From an optimization exercise on the open Yosys and OpenROAD flow, aimed at small area, a short achievable clock period and few clock cycles; shortcuts taken in it are not production practice.
The RTL was checked by simulation tests, not by an equivalence proof against the original design.
Power figures rest on the tool's default switching activity, not on a simulated workload.

--- design.v ---
module sbf_engine (
    input  wire        clk,
    input  wire        rst,           
    input  wire        cmd_valid,
    output wire        cmd_ready,
    input  wire [31:0] cmd_word,
    input  wire [4:0]  rd_idx,
    output reg  [31:0] rd_data
);
    localparam [15:0] SYNC_WORD = 16'h4024;
    localparam [3:0] ST_NONE      = 4'd0;
    localparam [3:0] ST_FRAME_OK  = 4'd1;
    localparam [3:0] ST_INC_HDR   = 4'd2;
    localparam [3:0] ST_NOT_FRAME = 4'd3;
    localparam [3:0] ST_MALFORMED = 4'd4;
    localparam [3:0] ST_NEED_MORE = 4'd5;
    localparam [3:0] ST_CRC_MIS   = 4'd6;
    localparam [3:0] ST_SYNC_FND  = 4'd7;
    localparam [3:0] ST_SYNC_NF   = 4'd8;
    localparam [2:0] S_IDLE  = 3'd0;
    localparam [2:0] S_HDR   = 3'd1;    
    localparam [2:0] S_BODY  = 3'd2;    
    localparam [2:0] S_CBP   = 3'd3;    
    localparam [2:0] S_CB    = 3'd4;    
    localparam [2:0] S_HUNT  = 3'd5;    
    localparam [2:0] S_RD    = 3'd6;    
    function [15:0] crc_w8;
        input [15:0] c;
        input [63:0] d;
        begin
            crc_w8[0] = c[0] ^ c[1] ^ c[3] ^ c[4] ^ c[7] ^ c[8] ^ c[10] ^ c[15] ^ d[0] ^ d[2] ^ d[7] ^ d[8] ^ d[9] ^ d[11] ^ d[12] ^ d[15] ^ d[18] ^ d[24] ^ d[25] ^ d[27] ^ d[34] ^ d[35] ^ d[36] ^ d[43] ^ d[44] ^ d[46] ^ d[48] ^ d[51] ^ d[52] ^ d[56] ^ d[60];
            crc_w8[1] = c[1] ^ c[2] ^ c[4] ^ c[5] ^ c[8] ^ c[9] ^ c[11] ^ d[0] ^ d[1] ^ d[3] ^ d[9] ^ d[10] ^ d[12] ^ d[13] ^ d[19] ^ d[25] ^ d[26] ^ d[28] ^ d[35] ^ d[36] ^ d[37] ^ d[44] ^ d[45] ^ d[47] ^ d[49] ^ d[52] ^ d[53] ^ d[57] ^ d[61];
            crc_w8[2] = c[2] ^ c[3] ^ c[5] ^ c[6] ^ c[9] ^ c[10] ^ c[12] ^ d[1] ^ d[2] ^ d[4] ^ d[10] ^ d[11] ^ d[13] ^ d[14] ^ d[20] ^ d[26] ^ d[27] ^ d[29] ^ d[32] ^ d[36] ^ d[37] ^ d[38] ^ d[45] ^ d[46] ^ d[50] ^ d[53] ^ d[54] ^ d[58] ^ d[62];
            crc_w8[3] = c[3] ^ c[4] ^ c[6] ^ c[7] ^ c[10] ^ c[11] ^ c[13] ^ d[2] ^ d[3] ^ d[5] ^ d[11] ^ d[12] ^ d[14] ^ d[15] ^ d[21] ^ d[27] ^ d[28] ^ d[30] ^ d[33] ^ d[37] ^ d[38] ^ d[39] ^ d[46] ^ d[47] ^ d[51] ^ d[54] ^ d[55] ^ d[59] ^ d[63];
            crc_w8[4] = c[4] ^ c[5] ^ c[7] ^ c[8] ^ c[11] ^ c[12] ^ c[14] ^ d[0] ^ d[3] ^ d[4] ^ d[6] ^ d[12] ^ d[13] ^ d[15] ^ d[22] ^ d[24] ^ d[28] ^ d[29] ^ d[31] ^ d[32] ^ d[34] ^ d[38] ^ d[39] ^ d[40] ^ d[47] ^ d[48] ^ d[52] ^ d[55] ^ d[60];
            crc_w8[5] = c[0] ^ c[1] ^ c[3] ^ c[4] ^ c[5] ^ c[6] ^ c[7] ^ c[9] ^ c[10] ^ c[12] ^ c[13] ^ d[1] ^ d[2] ^ d[4] ^ d[5] ^ d[8] ^ d[9] ^ d[11] ^ d[12] ^ d[13] ^ d[14] ^ d[15] ^ d[16] ^ d[18] ^ d[23] ^ d[27] ^ d[29] ^ d[30] ^ d[32] ^ d[33] ^ d[34] ^ d[36] ^ d[39] ^ d[40] ^ d[41] ^ d[43] ^ d[44] ^ d[46] ^ d[48] ^ d[49] ^ d[51] ^ d[52] ^ d[53] ^ d[56] ^ d[60] ^ d[61];
            crc_w8[6] = c[0] ^ c[1] ^ c[2] ^ c[4] ^ c[5] ^ c[6] ^ c[7] ^ c[8] ^ c[10] ^ c[11] ^ c[13] ^ c[14] ^ d[0] ^ d[2] ^ d[3] ^ d[5] ^ d[6] ^ d[8] ^ d[9] ^ d[10] ^ d[12] ^ d[13] ^ d[14] ^ d[15] ^ d[17] ^ d[19] ^ d[24] ^ d[28] ^ d[30] ^ d[31] ^ d[33] ^ d[34] ^ d[35] ^ d[37] ^ d[41] ^ d[42] ^ d[44] ^ d[45] ^ d[47] ^ d[49] ^ d[50] ^ d[52] ^ d[53] ^ d[54] ^ d[57] ^ d[61] ^ d[62];
            crc_w8[7] = c[1] ^ c[2] ^ c[3] ^ c[5] ^ c[6] ^ c[7] ^ c[8] ^ c[9] ^ c[11] ^ c[12] ^ c[14] ^ c[15] ^ d[0] ^ d[1] ^ d[3] ^ d[4] ^ d[6] ^ d[7] ^ d[9] ^ d[10] ^ d[11] ^ d[13] ^ d[14] ^ d[15] ^ d[16] ^ d[18] ^ d[20] ^ d[25] ^ d[29] ^ d[31] ^ d[32] ^ d[34] ^ d[35] ^ d[36] ^ d[38] ^ d[42] ^ d[43] ^ d[45] ^ d[46] ^ d[50] ^ d[51] ^ d[53] ^ d[54] ^ d[55] ^ d[58] ^ d[62] ^ d[63];
            crc_w8[8] = c[2] ^ c[3] ^ c[4] ^ c[6] ^ c[7] ^ c[8] ^ c[9] ^ c[10] ^ c[12] ^ c[13] ^ c[15] ^ d[0] ^ d[1] ^ d[2] ^ d[4] ^ d[5] ^ d[7] ^ d[10] ^ d[11] ^ d[12] ^ d[14] ^ d[15] ^ d[16] ^ d[17] ^ d[19] ^ d[21] ^ d[26] ^ d[30] ^ d[33] ^ d[35] ^ d[36] ^ d[37] ^ d[39] ^ d[40] ^ d[43] ^ d[44] ^ d[46] ^ d[47] ^ d[48] ^ d[51] ^ d[52] ^ d[54] ^ d[55] ^ d[59] ^ d[63];
            crc_w8[9] = c[3] ^ c[4] ^ c[5] ^ c[7] ^ c[8] ^ c[9] ^ c[10] ^ c[11] ^ c[13] ^ c[14] ^ d[0] ^ d[1] ^ d[2] ^ d[3] ^ d[5] ^ d[6] ^ d[11] ^ d[12] ^ d[13] ^ d[15] ^ d[17] ^ d[18] ^ d[20] ^ d[22] ^ d[24] ^ d[27] ^ d[31] ^ d[32] ^ d[34] ^ d[36] ^ d[37] ^ d[38] ^ d[40] ^ d[41] ^ d[44] ^ d[45] ^ d[47] ^ d[48] ^ d[49] ^ d[52] ^ d[53] ^ d[55] ^ d[60];
            crc_w8[10] = c[4] ^ c[5] ^ c[6] ^ c[8] ^ c[9] ^ c[10] ^ c[11] ^ c[12] ^ c[14] ^ c[15] ^ d[0] ^ d[1] ^ d[2] ^ d[3] ^ d[4] ^ d[6] ^ d[7] ^ d[12] ^ d[13] ^ d[14] ^ d[16] ^ d[18] ^ d[19] ^ d[21] ^ d[23] ^ d[25] ^ d[28] ^ d[32] ^ d[33] ^ d[35] ^ d[37] ^ d[38] ^ d[39] ^ d[40] ^ d[41] ^ d[42] ^ d[45] ^ d[46] ^ d[49] ^ d[50] ^ d[53] ^ d[54] ^ d[61];
            crc_w8[11] = c[0] ^ c[5] ^ c[6] ^ c[7] ^ c[9] ^ c[10] ^ c[11] ^ c[12] ^ c[13] ^ c[15] ^ d[1] ^ d[2] ^ d[3] ^ d[4] ^ d[5] ^ d[7] ^ d[8] ^ d[13] ^ d[14] ^ d[15] ^ d[17] ^ d[19] ^ d[20] ^ d[22] ^ d[24] ^ d[26] ^ d[29] ^ d[33] ^ d[34] ^ d[36] ^ d[38] ^ d[39] ^ d[41] ^ d[42] ^ d[43] ^ d[46] ^ d[47] ^ d[50] ^ d[51] ^ d[54] ^ d[55] ^ d[62];
            crc_w8[12] = c[0] ^ c[3] ^ c[4] ^ c[6] ^ c[11] ^ c[12] ^ c[13] ^ c[14] ^ c[15] ^ d[3] ^ d[4] ^ d[5] ^ d[6] ^ d[7] ^ d[8] ^ d[11] ^ d[12] ^ d[14] ^ d[20] ^ d[21] ^ d[23] ^ d[30] ^ d[32] ^ d[36] ^ d[37] ^ d[39] ^ d[40] ^ d[42] ^ d[46] ^ d[47] ^ d[48] ^ d[55] ^ d[56] ^ d[60] ^ d[63];
            crc_w8[13] = c[0] ^ c[1] ^ c[4] ^ c[5] ^ c[7] ^ c[12] ^ c[13] ^ c[14] ^ c[15] ^ d[4] ^ d[5] ^ d[6] ^ d[7] ^ d[8] ^ d[9] ^ d[12] ^ d[13] ^ d[15] ^ d[21] ^ d[22] ^ d[24] ^ d[31] ^ d[32] ^ d[33] ^ d[37] ^ d[38] ^ d[40] ^ d[41] ^ d[43] ^ d[47] ^ d[48] ^ d[49] ^ d[57] ^ d[61];
            crc_w8[14] = c[1] ^ c[2] ^ c[5] ^ c[6] ^ c[8] ^ c[13] ^ c[14] ^ c[15] ^ d[0] ^ d[5] ^ d[6] ^ d[7] ^ d[9] ^ d[10] ^ d[13] ^ d[14] ^ d[16] ^ d[22] ^ d[23] ^ d[25] ^ d[32] ^ d[33] ^ d[34] ^ d[38] ^ d[39] ^ d[41] ^ d[42] ^ d[44] ^ d[49] ^ d[50] ^ d[58] ^ d[62];
            crc_w8[15] = c[0] ^ c[2] ^ c[3] ^ c[6] ^ c[7] ^ c[9] ^ c[14] ^ c[15] ^ d[1] ^ d[6] ^ d[7] ^ d[8] ^ d[10] ^ d[11] ^ d[14] ^ d[15] ^ d[17] ^ d[23] ^ d[24] ^ d[26] ^ d[33] ^ d[34] ^ d[35] ^ d[39] ^ d[42] ^ d[43] ^ d[45] ^ d[50] ^ d[51] ^ d[59] ^ d[63];
        end
    endfunction
    function [15:0] crc_w4;
        input [15:0] c;
        input [31:0] d;
        begin
            crc_w4[0] = c[3] ^ c[4] ^ c[6] ^ c[10] ^ c[11] ^ c[12] ^ d[2] ^ d[3] ^ d[4] ^ d[11] ^ d[12] ^ d[14] ^ d[16] ^ d[19] ^ d[20] ^ d[24] ^ d[28];
            crc_w4[1] = c[4] ^ c[5] ^ c[7] ^ c[11] ^ c[12] ^ c[13] ^ d[3] ^ d[4] ^ d[5] ^ d[12] ^ d[13] ^ d[15] ^ d[17] ^ d[20] ^ d[21] ^ d[25] ^ d[29];
            crc_w4[2] = c[5] ^ c[6] ^ c[8] ^ c[12] ^ c[13] ^ c[14] ^ d[0] ^ d[4] ^ d[5] ^ d[6] ^ d[13] ^ d[14] ^ d[18] ^ d[21] ^ d[22] ^ d[26] ^ d[30];
            crc_w4[3] = c[6] ^ c[7] ^ c[9] ^ c[13] ^ c[14] ^ c[15] ^ d[1] ^ d[5] ^ d[6] ^ d[7] ^ d[14] ^ d[15] ^ d[19] ^ d[22] ^ d[23] ^ d[27] ^ d[31];
            crc_w4[4] = c[0] ^ c[7] ^ c[8] ^ c[10] ^ c[14] ^ c[15] ^ d[0] ^ d[2] ^ d[6] ^ d[7] ^ d[8] ^ d[15] ^ d[16] ^ d[20] ^ d[23] ^ d[28];
            crc_w4[5] = c[0] ^ c[1] ^ c[3] ^ c[4] ^ c[6] ^ c[8] ^ c[9] ^ c[10] ^ c[12] ^ c[15] ^ d[0] ^ d[1] ^ d[2] ^ d[4] ^ d[7] ^ d[8] ^ d[9] ^ d[11] ^ d[12] ^ d[14] ^ d[16] ^ d[17] ^ d[19] ^ d[20] ^ d[21] ^ d[24] ^ d[28] ^ d[29];
            crc_w4[6] = c[1] ^ c[2] ^ c[4] ^ c[5] ^ c[7] ^ c[9] ^ c[10] ^ c[11] ^ c[13] ^ d[1] ^ d[2] ^ d[3] ^ d[5] ^ d[9] ^ d[10] ^ d[12] ^ d[13] ^ d[15] ^ d[17] ^ d[18] ^ d[20] ^ d[21] ^ d[22] ^ d[25] ^ d[29] ^ d[30];
            crc_w4[7] = c[2] ^ c[3] ^ c[5] ^ c[6] ^ c[8] ^ c[10] ^ c[11] ^ c[12] ^ c[14] ^ d[0] ^ d[2] ^ d[3] ^ d[4] ^ d[6] ^ d[10] ^ d[11] ^ d[13] ^ d[14] ^ d[18] ^ d[19] ^ d[21] ^ d[22] ^ d[23] ^ d[26] ^ d[30] ^ d[31];
            crc_w4[8] = c[0] ^ c[3] ^ c[4] ^ c[6] ^ c[7] ^ c[9] ^ c[11] ^ c[12] ^ c[13] ^ c[15] ^ d[1] ^ d[3] ^ d[4] ^ d[5] ^ d[7] ^ d[8] ^ d[11] ^ d[12] ^ d[14] ^ d[15] ^ d[16] ^ d[19] ^ d[20] ^ d[22] ^ d[23] ^ d[27] ^ d[31];
            crc_w4[9] = c[0] ^ c[1] ^ c[4] ^ c[5] ^ c[7] ^ c[8] ^ c[10] ^ c[12] ^ c[13] ^ c[14] ^ d[0] ^ d[2] ^ d[4] ^ d[5] ^ d[6] ^ d[8] ^ d[9] ^ d[12] ^ d[13] ^ d[15] ^ d[16] ^ d[17] ^ d[20] ^ d[21] ^ d[23] ^ d[28];
            crc_w4[10] = c[0] ^ c[1] ^ c[2] ^ c[5] ^ c[6] ^ c[8] ^ c[9] ^ c[11] ^ c[13] ^ c[14] ^ c[15] ^ d[0] ^ d[1] ^ d[3] ^ d[5] ^ d[6] ^ d[7] ^ d[8] ^ d[9] ^ d[10] ^ d[13] ^ d[14] ^ d[17] ^ d[18] ^ d[21] ^ d[22] ^ d[29];
            crc_w4[11] = c[1] ^ c[2] ^ c[3] ^ c[6] ^ c[7] ^ c[9] ^ c[10] ^ c[12] ^ c[14] ^ c[15] ^ d[1] ^ d[2] ^ d[4] ^ d[6] ^ d[7] ^ d[9] ^ d[10] ^ d[11] ^ d[14] ^ d[15] ^ d[18] ^ d[19] ^ d[22] ^ d[23] ^ d[30];
            crc_w4[12] = c[0] ^ c[2] ^ c[6] ^ c[7] ^ c[8] ^ c[12] ^ c[13] ^ c[15] ^ d[0] ^ d[4] ^ d[5] ^ d[7] ^ d[8] ^ d[10] ^ d[14] ^ d[15] ^ d[16] ^ d[23] ^ d[24] ^ d[28] ^ d[31];
            crc_w4[13] = c[0] ^ c[1] ^ c[3] ^ c[7] ^ c[8] ^ c[9] ^ c[13] ^ c[14] ^ d[0] ^ d[1] ^ d[5] ^ d[6] ^ d[8] ^ d[9] ^ d[11] ^ d[15] ^ d[16] ^ d[17] ^ d[25] ^ d[29];
            crc_w4[14] = c[1] ^ c[2] ^ c[4] ^ c[8] ^ c[9] ^ c[10] ^ c[14] ^ c[15] ^ d[0] ^ d[1] ^ d[2] ^ d[6] ^ d[7] ^ d[9] ^ d[10] ^ d[12] ^ d[17] ^ d[18] ^ d[26] ^ d[30];
            crc_w4[15] = c[2] ^ c[3] ^ c[5] ^ c[9] ^ c[10] ^ c[11] ^ c[15] ^ d[1] ^ d[2] ^ d[3] ^ d[7] ^ d[10] ^ d[11] ^ d[13] ^ d[18] ^ d[19] ^ d[27] ^ d[31];
        end
    endfunction
    function [15:0] crc_w1;
        input [15:0] c;
        input [7:0] d;
        begin
            crc_w1[0] = c[8] ^ c[12] ^ d[0] ^ d[4];
            crc_w1[1] = c[9] ^ c[13] ^ d[1] ^ d[5];
            crc_w1[2] = c[10] ^ c[14] ^ d[2] ^ d[6];
            crc_w1[3] = c[11] ^ c[15] ^ d[3] ^ d[7];
            crc_w1[4] = c[12] ^ d[4];
            crc_w1[5] = c[8] ^ c[12] ^ c[13] ^ d[0] ^ d[4] ^ d[5];
            crc_w1[6] = c[9] ^ c[13] ^ c[14] ^ d[1] ^ d[5] ^ d[6];
            crc_w1[7] = c[10] ^ c[14] ^ c[15] ^ d[2] ^ d[6] ^ d[7];
            crc_w1[8] = c[0] ^ c[11] ^ c[15] ^ d[3] ^ d[7];
            crc_w1[9] = c[1] ^ c[12] ^ d[4];
            crc_w1[10] = c[2] ^ c[13] ^ d[5];
            crc_w1[11] = c[3] ^ c[14] ^ d[6];
            crc_w1[12] = c[4] ^ c[8] ^ c[12] ^ c[15] ^ d[0] ^ d[4] ^ d[7];
            crc_w1[13] = c[5] ^ c[9] ^ c[13] ^ d[1] ^ d[5];
            crc_w1[14] = c[6] ^ c[10] ^ c[14] ^ d[2] ^ d[6];
            crc_w1[15] = c[7] ^ c[11] ^ c[15] ^ d[3] ^ d[7];
        end
    endfunction
    reg [63:0] mem [0:31];
    reg [15:0] crc_r;
    reg [8:0]  cur_r;
    reg [8:0]  fill_r;
    reg        mode_r;
    reg [3:0]  status_r;
    reg [2:0]  err_r;
    reg [15:0] h_sync, h_crc, h_id, h_len;
    reg [8:0]  body_off;
    reg [15:0] body_len;
    reg [16:0] next_off;
    reg [23:0] rng_off, rng_len;
    reg [7:0]  rdata_r;
    reg [15:0] nok_r, ncrc_r;
    reg [7:0]  base;          
    reg [7:0]  pcur;          
    reg [7:0]  pfill;         
    reg [2:0]  state;
    reg        is_next;       
    reg        is_step;       
    reg [4:0]  rword;         
    reg [2:0]  off_r;         
    reg [63:0] hold;          
    reg [5:0]  cnt4;          
    reg        nh8;           
    reg [7:0]  pnext;         
    reg [8:0]  rem;           
    reg [2:0]  lane;          
    reg [8:0]  lpos;          
    reg [7:0]  plpos;         
    reg [8:0]  hrem;          
    reg        hfirst;        
    reg [7:0]  pbyte;         
    assign cmd_ready = (state == S_IDLE);
    wire [7:0]  op  = cmd_word[31:24];
    wire [23:0] imm = cmd_word[23:0];
    reg legal;
    always @(*) begin
        case (op)
            8'h00, 8'h01, 8'h02, 8'h04, 8'h06,
            8'h14, 8'h20, 8'h21, 8'h22: legal = (imm == 24'd0);
            8'h03, 8'h11:               legal = (imm[23:8] == 16'd0);
            8'h07:                      legal = (imm[23:1] == 23'd0);
            8'h10:                      legal = (imm[23:16] == 8'd0);
            8'h05, 8'h08, 8'h12, 8'h13: legal = 1'b1;
            default:                    legal = 1'b0;
        endcase
    end
    wire accept = cmd_valid && cmd_ready;
    wire [4:0]   raddr = (state == S_IDLE) ? pcur[7:3] : rword;
    wire [63:0]  rd    = mem[raddr];
    wire [127:0] pair  = {rd, hold};
    wire [63:0]  chunk = pair[{off_r, 3'b000} +: 64];
    wire [8:0]  avail     = fill_r - cur_r;
    wire [24:0] rng_end   = {1'b0, rng_off} + {1'b0, rng_len};
    wire [7:0]  pstart    = base + rng_off[7:0];
    wire [7:0]  pread     = base + imm[7:0];
    wire [15:0] c_len     = chunk[63:48];
    wire        sync_ok   = (chunk[15:0] == SYNC_WORD);
    wire        len_ok    = (c_len > 16'd8) && (c_len[1:0] == 2'b00);
    wire        complete  = (c_len[15:9] == 7'd0) && (avail >= c_len[8:0]);
    wire [8:0]  left      = avail - c_len[8:0];
    wire        hdr       = (state == S_HDR);
    wire [15:0] seed      = hdr ? 16'd0 : crc_r;
    wire [63:0] cdata     = hdr ? {chunk[63:32], 32'd0} : chunk;
    wire [15:0] crc8      = crc_w8(seed, cdata);
    wire [15:0] crc4      = crc_w4(crc_r, chunk[31:0]);
    wire [7:0]  lbyte     = chunk[{lane, 3'b000} +: 8];
    wire [15:0] crc1      = crc_w1(crc_r, (state == S_IDLE) ? imm[7:0] : lbyte);
    wire [15:0] fcrc      = (cnt4 == 6'd1) ? crc4 : crc8;
    wire        fmatch    = (fcrc == h_crc);
    reg        h_hit;
    reg [3:0]  h_idx;         
    integer    k;
    always @(*) begin
        h_hit = 1'b0;
        h_idx = 4'd0;
        for (k = 6; k >= 0; k = k - 1) begin
            if (chunk[8*k +: 8] == SYNC_WORD[7:0] && chunk[8*k+8 +: 8] == SYNC_WORD[15:8] &&
                ({5'd0, k[3:0]} + 9'd2 <= hrem) && !(hfirst && k == 0)) begin
                h_hit = 1'b1;
                h_idx = k[3:0] + 4'd1;
            end
        end
        if (!hfirst && pbyte == SYNC_WORD[7:0] && chunk[7:0] == SYNC_WORD[15:8]) begin
            h_hit = 1'b1;
            h_idx = 4'd0;
        end
    end
    wire [8:0] h_q  = lpos + {5'd0, h_idx} - 9'd1;
    wire [7:0] h_pq = plpos + {4'd0, h_idx} - 8'd1;
    always @(*) begin
        case (rd_idx)
            5'd0:  rd_data = {16'd0, crc_r};
            5'd1:  rd_data = {23'd0, cur_r};
            5'd2:  rd_data = {23'd0, fill_r};
            5'd3:  rd_data = {31'd0, mode_r};
            5'd4:  rd_data = {28'd0, status_r};
            5'd5:  rd_data = {29'd0, err_r};
            5'd6:  rd_data = {16'd0, h_sync};
            5'd7:  rd_data = {16'd0, h_crc};
            5'd8:  rd_data = {16'd0, h_id};
            5'd9:  rd_data = {16'd0, h_len};
            5'd10: rd_data = {23'd0, body_off};
            5'd11: rd_data = {16'd0, body_len};
            5'd12: rd_data = {15'd0, next_off};
            5'd13: rd_data = {8'd0, rng_off};
            5'd14: rd_data = {8'd0, rng_len};
            5'd15: rd_data = {24'd0, rdata_r};
            5'd16: rd_data = {16'd0, nok_r};
            5'd17: rd_data = {16'd0, ncrc_r};
            5'd18: rd_data = {19'd0, h_id[12:0]};
            5'd19: rd_data = {29'd0, h_id[15:13]};
            5'd20: rd_data = {23'd0, avail};
            default: rd_data = 32'd0;
        endcase
    end
    wire push_we = accept && legal && (op == 8'h03) && !fill_r[8];
    always @(posedge clk) begin
        if (push_we)
            mem[pfill[7:3]][{pfill[2:0], 3'b000} +: 8] <= imm[7:0];
    end
    task reset_regs;
        begin
            crc_r    <= 16'd0;
            cur_r    <= 9'd0;
            fill_r   <= 9'd0;
            mode_r   <= 1'b0;
            status_r <= ST_NONE;
            err_r    <= 3'd0;
            h_sync   <= 16'd0;
            h_crc    <= 16'd0;
            h_id     <= 16'd0;
            h_len    <= 16'd0;
            body_off <= 9'd0;
            body_len <= 16'd0;
            next_off <= 17'd0;
            rng_off  <= 24'd0;
            rng_len  <= 24'd0;
            rdata_r  <= 8'd0;
            nok_r    <= 16'd0;
            ncrc_r   <= 16'd0;
            base     <= 8'd0;
            pcur     <= 8'd0;
            pfill    <= 8'd0;
        end
    endtask
    task start_stream;
        begin
            rword <= pcur[7:3] + 5'd1;
            off_r <= pcur[2:0];
        end
    endtask
    always @(posedge clk) begin
        if (rst) begin
            reset_regs;
            state <= S_IDLE;
        end else begin
            case (state)
            S_IDLE: begin
                hold <= rd;
                if (accept) begin
                if (!legal) begin
                    err_r[0] <= 1'b1;
                end else begin
                    case (op)
                    8'h00: ;  
                    8'h01: reset_regs;
                    8'h02: begin                            
                        fill_r   <= 9'd0;
                        cur_r    <= 9'd0;
                        status_r <= ST_NONE;
                        base     <= 8'd0;
                        pcur     <= 8'd0;
                        pfill    <= 8'd0;
                    end
                    8'h03: begin                            
                        if (fill_r[8])
                            err_r[1] <= 1'b1;
                        else begin
                            fill_r <= fill_r + 9'd1;
                            pfill  <= pfill + 8'd1;
                        end
                    end
                    8'h04: begin                            
                        fill_r   <= avail;
                        cur_r    <= 9'd0;
                        base     <= pcur;
                        status_r <= ST_NONE;
                    end
                    8'h05: begin                            
                        if (imm > {15'd0, avail})
                            err_r[2] <= 1'b1;
                        else begin
                            cur_r    <= cur_r + imm[8:0];
                            pcur     <= pcur + imm[7:0];
                            status_r <= ST_NONE;
                        end
                    end
                    8'h06: begin                            
                        if (avail < 9'd3) begin
                            if (avail == 9'd2) begin
                                cur_r <= fill_r - 9'd1;
                                pcur  <= pfill - 8'd1;
                            end
                            status_r <= ST_SYNC_NF;
                        end else begin
                            start_stream;
                            lpos   <= cur_r;
                            plpos  <= pcur;
                            hrem   <= avail;
                            hfirst <= 1'b1;
                            state  <= S_HUNT;
                        end
                    end
                    8'h07: mode_r <= imm[0];                
                    8'h08: begin                            
                        if (imm >= {15'd0, fill_r})
                            err_r[2] <= 1'b1;
                        else begin
                            rword <= pread[7:3];
                            off_r <= pread[2:0];
                            state <= S_RD;
                        end
                    end
                    8'h10: crc_r <= imm[15:0];              
                    8'h11: crc_r <= crc1;                   
                    8'h12: rng_off <= imm;                  
                    8'h13: rng_len <= imm;                  
                    8'h14: begin                            
                        if (rng_end > {16'd0, fill_r})
                            err_r[2] <= 1'b1;
                        else if (rng_len != 24'd0) begin
                            rword <= pstart[7:3];
                            off_r <= pstart[2:0];
                            rem   <= rng_len[8:0];
                            lane  <= 3'd0;
                            state <= S_CBP;
                        end
                    end
                    8'h20, 8'h21, 8'h22: begin              
                        is_step <= (op != 8'h20);
                        is_next <= (op == 8'h22);
                        if (avail < 9'd8)
                            status_r <= ST_INC_HDR;
                        else begin
                            start_stream;
                            state <= S_HDR;
                        end
                    end
                    default: ;
                    endcase
                end
                end
            end
            S_HDR: begin
                h_sync <= chunk[15:0];
                h_crc  <= chunk[31:16];
                h_id   <= chunk[47:32];
                h_len  <= c_len;
                cnt4   <= c_len[8:2] - 7'd2;
                nh8    <= (left >= 9'd8);
                pnext  <= pcur + c_len[7:0];
                if (!sync_ok) begin
                    status_r <= ST_NOT_FRAME;
                    state    <= S_IDLE;
                end else if (!len_ok) begin
                    status_r <= ST_MALFORMED;
                    state    <= S_IDLE;
                end else begin
                    body_off <= cur_r + 9'd8;
                    body_len <= c_len - 16'd8;
                    next_off <= {8'd0, cur_r} + {1'b0, c_len};
                    if (!complete) begin
                        status_r <= ST_NEED_MORE;
                        state    <= S_IDLE;
                    end else begin
                        crc_r <= crc8;
                        hold  <= rd;
                        rword <= rword + 5'd1;
                        state <= S_BODY;
                    end
                end
            end
            S_BODY: begin
                if (cnt4 > 6'd2) begin
                    crc_r <= crc8;
                    cnt4  <= cnt4 - 6'd2;
                    hold  <= rd;
                    rword <= rword + 5'd1;
                end else begin
                    crc_r <= fcrc;
                    if (is_step) begin
                        cur_r <= next_off[8:0];
                        pcur  <= pnext;
                        if (fmatch) begin
                            if (nok_r != 16'hFFFF)
                                nok_r <= nok_r + 16'd1;
                        end else begin
                            if (ncrc_r != 16'hFFFF)
                                ncrc_r <= ncrc_r + 16'd1;
                        end
                    end
                    state <= S_IDLE;
                    if (fmatch)
                        status_r <= ST_FRAME_OK;
                    else if (is_next && !mode_r) begin
                        if (!nh8)
                            status_r <= ST_INC_HDR;
                        else begin
                            state <= S_HDR;
                            if (cnt4 == 6'd2 || off_r[2]) begin
                                hold  <= rd;
                                rword <= rword + 5'd1;
                            end
                            if (cnt4 == 6'd1)
                                off_r <= off_r ^ 3'd4;
                        end
                    end else
                        status_r <= ST_CRC_MIS;
                end
            end
            S_CBP: begin
                hold  <= rd;
                rword <= rword + 5'd1;
                state <= S_CB;
            end
            S_CB: begin
                if (rem[8:3] != 6'd0) begin
                    crc_r <= crc8;
                    rem   <= rem - 9'd8;
                    hold  <= rd;
                    rword <= rword + 5'd1;
                    if (rem == 9'd8)
                        state <= S_IDLE;
                end else if (rem[2] && lane == 3'd0) begin
                    crc_r <= crc4;
                    rem   <= rem - 9'd4;
                    lane  <= 3'd4;
                    if (rem == 9'd4)
                        state <= S_IDLE;
                end else begin
                    crc_r <= crc1;
                    rem   <= rem - 9'd1;
                    lane  <= lane + 3'd1;
                    if (rem == 9'd1)
                        state <= S_IDLE;
                end
            end
            S_HUNT: begin
                if (h_hit) begin
                    cur_r    <= h_q;
                    pcur     <= h_pq;
                    status_r <= ST_SYNC_FND;
                    state    <= S_IDLE;
                end else if (hrem <= 9'd8) begin
                    cur_r    <= fill_r - 9'd1;
                    pcur     <= pfill - 8'd1;
                    status_r <= ST_SYNC_NF;
                    state    <= S_IDLE;
                end else begin
                    hfirst <= 1'b0;
                    pbyte  <= chunk[63:56];
                    lpos   <= lpos + 9'd8;
                    plpos  <= plpos + 8'd8;
                    hrem   <= hrem - 9'd8;
                    hold   <= rd;
                    rword  <= rword + 5'd1;
                end
            end
            S_RD: begin
                rdata_r <= rd[{off_r, 3'b000} +: 8];
                state   <= S_IDLE;
            end
            default: state <= S_IDLE;
            endcase
        end
    end
endmodule
--- run.sh ---
#!/bin/bash
# synth_recipe.tcl (not shown) runs the flow's synth.tcl, then flattens the netlist and writes it again
# the make line also repeats each setting of config.mk as NAME=value (left out here)
make -C /OpenROAD-flow-scripts/flow DESIGN_CONFIG=/design/flow/config.mk WORK_HOME=/design/flow/orfs CLKGATE_MAP_FILE= SYNTH_SCRIPT=/design/flow/synth_recipe.tcl finish
--- config.mk ---
export PLATFORM = sky130hd
export DESIGN_NAME = sbf_engine
export DESIGN_NICKNAME = sbf_engine
export VERILOG_FILES = /design/flow/design.v
export SDC_FILE = /design/flow/constraint.sdc
export NUM_CORES = 4
export LEC_CHECK = 0
export CAP_MARGIN = 20
export CORE_MARGIN = 2
export CORE_UTILIZATION = 40
export SLEW_MARGIN = 20
--- constraint.sdc ---
create_clock -name core_clock -period 10.0 [get_ports {clk}]
set_input_delay 2.0000 -clock core_clock [delete_from_list [all_inputs] [get_ports {clk}]]
set_output_delay 2.0000 -clock core_clock [all_outputs]
set_load 0.01 [all_outputs]
==> summary.txt <==
-- per-stage QoR --
stage | utilization | hold slack (ns) | total power (uW) | std cells | setup WS (ns)
floorplan | - | 0.426 | 26900 | 10200 | 0.0743
global placement | 0.422 | 0.440 | 34600 | 14000 | 0.817
detailed placement | 0.422 | 0.443 | 34600 | 14000 | 0.776
CTS | 0.451 | 0.453 | 44400 | 14500 | 0.800
global route | 0.451 | 0.467 | 46300 | 14500 | 0.491
finish | 0.451 | 0.456 | 44900 | 14500 | 0.590
-- flip-flops by register name, summed over array words and instances, names as in the netlist, 16 cells and up --
name	count
ncrc_r	16
h_len	16
h_sync	16
h_id	16
next_off	17
rng_off	24
body_len	16
h_crc	16
hold	64
mem	2048
rng_len	24
crc_r	16
nok_r	16
-- power by group through the flow --
stage / clock network, uW / registers [uW] / logic, uW
after floorplan: 0 / 11700 / 15200
after global placement: 0 / 11800 / 22700
after detailed placement: 0 / 11800 / 22800
after CTS: 9930 / 11600 / 22900
after global routing: 10300 / 11600 / 24400
final: 9850 / 11600 / 23500
-- layer usage --
layer,GRT usage,share of wire
met1,0.388,0.40
met5,0.00262,0.00057
met3,0.0659,0.10
met4,0.145,0.056
met2,0.440,0.44
-- synthesized netlist by cell type (44+ instances only) --
master    number
edfxtp_1    2184
nand2_1     1080
nor2_1       839
mux2i_1      822
and3_1       441
a211oi_1     423
xnor2_1      414
clkbuf_1     395
a21oi_1      327
nand3_1      279
dfxtp_1      263
o21ai_0      203
a311oi_1     185
buf_2        170
ha_1         167
xor2_1       160
inv_1        157
a22oi_1      147
nor3_1       130
o32ai_1      102
buf_4         96
mux4_2        87
buf_1         62
a31oi_1       61
nand4_1       56
a21o_1        49
nor4_1        48
or4_1         44
-- worst register-to-register path: stages (launching register included) --
cell,delay [ns]
dfxtp_1,0.42
or3_4,0.52
o21ai_4,0.86
buf_12,0.31
buf_4,0.57
mux2i_1,0.40
o32ai_1,0.28
or4_1,0.81
nor2_1,0.27
nor2_1,0.10
o221ai_2,0.60
clkinv_1,0.50
xnor2_1,0.44
xnor3_2,0.38
xor2_2,0.31
xnor2_1,0.12
a311o_1,0.36
or4_4,0.44
nor4b_4,0.40
nand4_1,0.44
nor4b_4,0.32
buf_12,0.23
-- final cells by class --
cell class	count	area [um2]
tap	4100	5130
multi-input combinational	6806	48200
timing repair buffer	490	4310
sequential	2447	70900
fill	27500	168000
clock buffer	341	7330
clock inverter	147	1290
inverter	168	633
antenna	12	30.0
-- cells by family after synthesis --
kind of cell,Yosys count,synth area share
flip-flops,2447,0.578
adder cells (fa/ha/maj),177,0.0187
AO/OA/AOI/OAI,1917,0.114
XOR/XNOR,630,0.0508
multiplexers,938,0.0858
buffers and inverters,919,0.0344
other,1,0.0000306
AND/OR/NAND/NOR,3136,0.119
-- worst max path at each step --
stage / end / slack [ns] / cells after the start
floorplan: rword[0] / 0.07 / 22
global placement: nok_r[11] / 0.82 / 22
detailed placement: nok_r[11] / 0.78 / 22
CTS: nok_r[11] / 0.80 / 22
global route: cur_r[7] / 0.49 / 27
finish: hold[7] / 0.59 / 21
==> results list <==
- The worst register-to-register path has a setup slack of about 0.59 ns.
- Clock skew on the completed layout was measured at between 0.06 and 0.07 ns.
- The library cell used most frequently in the layout, excluding fill and tap cells, is edfxtp_1.
* Die area: roughly 0.31 mm2
- Area share of the largest cell type after synthesis: 0.535
* Core Footprint: 0.306 mm2
- Root Buffer: clkbuf_16
* CP Data Required Time: approximately 11 ns
- Endpoints failing hold: 0
- Among all stages on the critical path, the largest delay is contributed by o21ai_4.
- Final setup violating endpoints: 0
- Syn Std Cell Area: 0.123 mm2
- VDD sags by at most between 0.0006 and 0.0007 V.
- Once the clock tree was built, the setup fixing pass inserted 0 buffers.
- Critical R2R Capture: hold[7]
- After detailed routing, the number of remaining DRC violations is 0.
- Detailed-route wire length per cell: 31.9 um
- Total wire length after detailed routing: 463 mm
- Maximum number of pins on one net before global-route repair: between 100 and 150
- Later-pin clock latency in the skew report: 0.94 ns
* Nature of the critical path startpoint: register
- Combinational cell fraction of total power: 0.522
- In this run the worst path has a maximum fanout of 64.
* Register area share after synthesis: 0.578
- Final critical-path required period: around 9.4 ns
- CTS built an H-tree with a depth of 5.
* NumNets Final: between 10,000 and 15,000
- Synthesized area per cell: around 12 um2
- RSZ-0062 raised after global routing: no
- In this run the vertical extent of the chip is about 560 um.
- Adding up every negative setup slack in the final design gives 0 ns.
* Fraction of registers with async set or reset after synthesis: 0
- Vias per cell: 6.25
* Launch instance of the worst register-to-register path: state[2]
- The floorplan has around 200 rows.
* Cells along the critical path: or3_4 > o21ai_4 > buf_12 > buf_4 > mux2i_1 > o32ai_1 > or4_1 > nor2_1 > nor2_1 > o221ai_2 > clkinv_1 > xnor2_1 > xnor3_2 > xor2_2 > xnor2_1 > a311o_1 > or4_4 > nor4b_4 > nand4_1 > nor4b_4 > buf_12
* Global-route wire length before repair: 651 mm
* Proportion of total power due to net switching: 0.435
- Of the available clock period, the critical path in the final layout requires 0.941.
- Status: finished clean
- Number of input and output port buffers inserted: 64
- The path with the worst hold slack has its endpoint at body_off[0].
- Data arrival at the endpoint of the critical path: around 10 ns
* CP max stage delay: between 0.8 and 0.9 ns
- Fraction of layout cells with a size suffix above 1: 0.110
* Endpoint class of the critical path: register
* Register-to-Register Path Depth: 21
- Routability-driven placement finished with a final weighted congestion of 0.997.
- Switching component of the power: between 15,000 and 20,000 uW
- Global routing finished with a remaining overflow of 0.
* First-pass iteration count of the detailed router: 8
- After synthesis, the netlist uses approximately 120 different library cells.
- TritonCTS clock tree: yes
- In this run the remaining antenna-violating nets after routing total 0.
- Number of DRC violations after detailed-routing iteration 0: ~12,000
- Hold crit path type: register to register
- In this run the static leakage power is approximately 0.046 uW.
* Power density normalized to cell area: between 300 and 400 mW/mm2
- No sink is reached through more buffers than the 4 on the longest clock path.
* Starting density of the core: 0.401
- Buffers inserted to repair hold after CTS numbered 0.
* Classification of the worst setup path: register to register
* EDFF count, synth: 2,184
- Post-route cell area: between 0.1 and 0.15 mm2
* Timing startpoint of the critical path: state[2]
- Proportion of power drawn by flip-flops and latches: 0.259
- In the layout the commonest cells are 2,184 x edfxtp_1, 1,063 x nand2_1, 822 x mux2i_1.
- Number of storage elements in the synthesis netlist: around 2,400
* Initial antenna violation count: 30
* Boundary Pins: 73
* Biggest area consumer among synthesized cells: edfxtp_1
- After technology mapping, the gate count stands at around 10,000.
* Cell class contributing the biggest share of worst-path delay: simple AND/OR/NAND/NOR gates
* Clock sink count: about 2,400
* Cell internal power dissipation: 25,400 uW
- For this run, the number of Yosys warnings is 1.
- Relative contribution of the clock network to total power: 0.219
* Worst hold stages: 2
* Layout Area Growth over Synthesis: 12.3%
* Worst max-slew margin expressed relative to the limit: 0.152
- For this block, the via count after detailed routing is about 91,000.
- In this run, post-CTS repair resized a total of 0 instances.
* Via count of the first global-routing pass: between 80,000 and 90,000
- In this run the cell area measured after placement is between 0.1 and 0.15 mm2.
* Worst path bufs/invs: 4
- Beginning of the worst hold path: body_off[0]
- The floorplan step set the die width to ~560 um.
* Slew at the pin with the worst max-slew slack: 1.26 ns
* Max Clock Freq: ~0.11 GHz
- After clock tree synthesis, the clock-pin slew on the worst setup and hold paths is 0.06 ns.
* Cts bufs inserted: between 200 and 300
* GRT Resource Usage Total: 0.290
- The HPWL after detailed placement is 314 mm.
- Total count of max-transition violations in the final report: 0
- Max-Cap Viols: 0
- Top post-synthesis cells by area: edfxtp_1 53%, mux2i_1 6.7%, dfxtp_1 4.3%, nand2_1 3.3%, xnor2_1 3.0%
* Most used flip-flop cell after synthesis: edfxtp_1
Testbench counts, summed over its fixed seeds: cycles 93,490.

==> static timing again, ports no longer ideal <==
No port has a modelled driver above. Below, the same layout with a new extraction and two added sets of constraints. Step 1 (the two cells are an assumption about what drives the block):
set clk [get_ports {clk}]
set_driving_cell -lib_cell sky130_fd_sc_hd__clkbuf_16 $clk
set_driving_cell -lib_cell sky130_fd_sc_hd__buf_2 [delete_from_list [all_inputs] $clk]
Step 2 also shifts input and output timing later by t, the mid clock arrival at the registers, as if the neighbouring blocks saw the same clock. a / b / c = ideal ports / drivers / drivers and shift; a / b = the first two.
t, ns: 0.998
slack for setup (ns): 0.590 / 0.590 / 0.590
worst data-port slew with drivers (ns): 0.07
After both steps this run still meets setup and hold. For this run, drivers alone change the setup slack by 0.000 ns; drivers and shift together by 0.000 ns.
